Context: an optimization exercise on an open-source flow, tuned for small area. The choices shown serve that exercise and are no tape-out recipe.
Function was checked by simulation only, so behaviour that the tests miss may differ from the original.

Design n2t_timing_engine, start of the top module:
module n2t_timing_engine (
    input  wire        clk,
    input  wire        rst,
    input  wire [63:0] tick,
    input  wire [1:0]  btn_in,
    input  wire        in_data,
    input  wire        cmd_valid,
    input  wire [31:0] cmd,
    output wire [1:0]  clk_out,
    output wire [3:0]  out_data,
    output wire [3:0]  out_enable,
    output wire        in_load,
    output wire        in_shift,
    output wire        in_clock,
    output wire [1:0]  btn_state,
    output wire [1:0]  btn_changed,
    output wire [1:0]  clk_mode,
    output wire [15:0] clk_freq0,
    output wire [15:0] clk_freq1,
    output wire [3:0]  out_reversed,
    output wire [15:0] in_word,
    output wire [15:0] in_word_mirrored,
    output wire        in_changed,
    output wire [7:0]  cur_prog,
    output wire [1:0]  seq_mode,
    output reg         cmd_ok
);
    localparam [63:0] BUTTON_UPDATE_INTERVAL = 64'd200;
    wire [15:0] imm = cmd[15:0];
    wire is_nop    = (cmd == 32'h00000000);
    wire is_oset   = ((cmd & 32'hFFFC0000) == 32'h01000000);
    wire is_orev   = ((cmd & 32'hFFFCFFFF) == 32'h02000000);
    wire is_psel   = ((cmd & 32'hFFFF0000) == 32'h03000000);
    wire is_cfreq  = ((cmd & 32'hFFFE0000) == 32'h04000000);
    wire is_pfreq  = ((cmd & 32'hFFFF0000) == 32'h05000000);
    wire is_cauto  = ((cmd & 32'hFFFEFFFF) == 32'h06000000);
    wire is_csync  = (cmd == 32'h07000000);
    wire is_csynco = (cmd == 32'h08000000);
    wire is_pauto  = (cmd == 32'h09000000);
    wire is_iack   = (cmd == 32'h0A000000);
    wire psel_ok  = is_psel  && (imm[15:3] == 13'd0);
    wire cfreq_ok = is_cfreq && (imm != 16'd0);
    wire pfreq_ok = is_pfreq && (imm != 16'd0);
    wire accepted = is_nop || is_oset || is_orev || psel_ok || cfreq_ok || pfreq_ok
                 || is_cauto || is_csync || is_csynco || is_pauto || is_iack;
    wire do_oset   = cmd_valid && is_oset;
    wire do_orev   = cmd_valid && is_orev;
  ...
==> flow/config.mk <==
export PLATFORM = sky130hd
export DESIGN_NAME = n2t_timing_engine
export DESIGN_NICKNAME = n2t_timing_engine
export VERILOG_FILES = /design/flow/design.v
export SDC_FILE = /design/flow/constraint.sdc
export NUM_CORES = 4
export LEC_CHECK = 0
export ABC_AREA = 1
export CAP_MARGIN = 20
export CORE_MARGIN = 2
export CORE_UTILIZATION = 40
export SLEW_MARGIN = 20
==> flow/constraint.sdc <==
create_clock -name core_clock -period 70.0 [get_ports {clk}]
set_input_delay 14.0000 -clock core_clock [delete_from_list [all_inputs] [get_ports {clk}]]
set_output_delay 14.0000 -clock core_clock [all_outputs]
set_load 0.01 [all_outputs]
standard.sh (not shown) runs the stock make flow with config.mk's settings and CLKGATE_MAP_FILE= SYNTH_SCRIPT=/design/flow/synth_recipe.tcl, a recipe that flattens the netlist after the stock synthesis.
==> flow/flow/run.sh <==
#!/bin/bash
# Layout flow: the standard flow (standard.sh), with one change to
# synthesis: ORFS's synthesis runs unchanged up to technology mapping, then
# ABC maps the divider (n2t_div, kept as its own module until the final
# flatten) with ORFS's area script and the rest of the design with a
# stronger area-recovery script (flow/area.abc). Registers are mapped by
# dfflibmap before ABC, exactly as in the standard synthesis.
set -euo pipefail
W=$(pwd)
F=$W/flow

# ORFS's synth.tcl with the ABC call split in two
python3 - "$FLOW_HOME/scripts/synth.tcl" "$W/synth_split.tcl" "$F" <<'PY'
import sys
src, dst, f = sys.argv[1:4]
s = open(src).read()
pre = "source $::env(SCRIPTS_DIR)/synth_preamble.tcl"
assert s.count(pre) == 1
s = s.replace(pre, pre + "\n"
    "set div_abc_args  [lreplace $abc_args 1 1 %s/div.abc]\n"
    "set rest_abc_args [lreplace $abc_args 1 1 %s/area.abc]\n" % (f, f))
call = "  log_cmd abc {*}$abc_args\n"
assert s.count(call) == 1
s = s.replace(call, "  log_cmd abc {*}$div_abc_args n2t_div\n"
                    "  log_cmd abc {*}$rest_abc_args n2t_timing_engine\n")
open(dst, "w").write(s)
PY

# The standard flow's synthesis script, sourcing the split copy
sed "s#source \$::env(SCRIPTS_DIR)/synth.tcl#source $W/synth_split.tcl#" synth_recipe.tcl > my_synth.tcl
grep -q "synth_split.tcl" my_synth.tcl

# The standard flow's config, keeping the divider as a module through synthesis
{
    cat config.mk
    echo "export SYNTH_KEEP_MODULES = n2t_div"
    # clock tree: larger sink clusters, no dummy loads
    echo "export CTS_ARGS = -sink_clustering_enable -repair_clock_nets -dont_use_dummy_load -sink_clustering_size 16 -sink_clustering_max_diameter 120"
} > my_config.mk

sed -e "s#DESIGN_CONFIG=[^ ]*#DESIGN_CONFIG=$W/my_config.mk#" \
    -e "s#SYNTH_SCRIPT=[^ ]*#SYNTH_SCRIPT=$W/my_synth.tcl#" standard.sh > my_standard.sh
grep -q "my_synth.tcl" my_standard.sh
grep -q "my_config.mk" my_standard.sh

bash my_standard.sh finish > make_finish.log 2>&1
==> flow/flow/area.abc <==
strash
dc2
dch -f
amap
mfs2
strash
dch -f
amap
==> flow/flow/div.abc <==
strash
dch
map -B 0.9
topo
stime -c
buffer -c
upsize -c
dnsize -c
The baseline ran to the end with no violations.
Then changed:
--- a/flow/flow/run.sh
+++ b/flow/flow/run.sh
@@ -36,5 +36,5 @@
     echo "export SYNTH_KEEP_MODULES = n2t_div"
     # clock tree: larger sink clusters, no dummy loads
-    echo "export CTS_ARGS = -sink_clustering_enable -repair_clock_nets -dont_use_dummy_load -sink_clustering_size 16 -sink_clustering_max_diameter 120"
+    echo "export CTS_ARGS = -sink_clustering_enable -repair_clock_nets -dont_use_dummy_load -sink_clustering_size 20 -sink_clustering_max_diameter 100"
 } > my_config.mk
 
- CORE_UTILIZATION: 40 -> 65
The changed run finished with timing, DRC and antenna clean.
Worst setup slack got worse by 190 ps.
Routed wire length decreases by about 4.5%.
Critical path depth increases by 6.
Die area decreases by 38%.
Utilization increases by 27 points.
Cell count decreases by 7.8%.
Sequential cell count stays the same.
Maximum frequency stays flat.
Via count increases by about 1.5%.
Sequential share of layout area increases by 0.50 points.
Then changed:
- CORE_UTILIZATION: 65 -> 40
What happened: The changed run completed without violations; die area came out higher by 61%; synthesized cell count does not change; wire length came out higher by 4.1%.

[separate check: timing with driven ports]
Ports are ideal in the flow. The routed layouts listed here were re-timed in OpenROAD. Step 1 (the two cells are an assumption about what drives the block):
set clk [get_ports {clk}]
set_driving_cell -lib_cell sky130_fd_sc_hd__clkbuf_16 $clk
set_driving_cell -lib_cell sky130_fd_sc_hd__buf_2 [delete_from_list [all_inputs] $clk]
Step 2 also shifts input and output timing later by t, the mid clock arrival at the registers, as if the neighbouring blocks saw the same clock. a / b / c = ideal ports / drivers / drivers and shift; a / b = the first two.
run	t (ns)	slack for setup (ns)	worst slew at a driven data input, ns
the first run	0.682	5.319 / 5.364 / 4.682	0.12
the second run	0.631	5.132 / 5.179 / 4.547	0.10
the third run	0.650	5.404 / 5.449 / 4.799	0.11
After both steps every run listed still meets setup and hold. For the first run, which loses most, drivers alone change the setup slack by +0.045 ns; drivers and shift together by -0.637 ns.
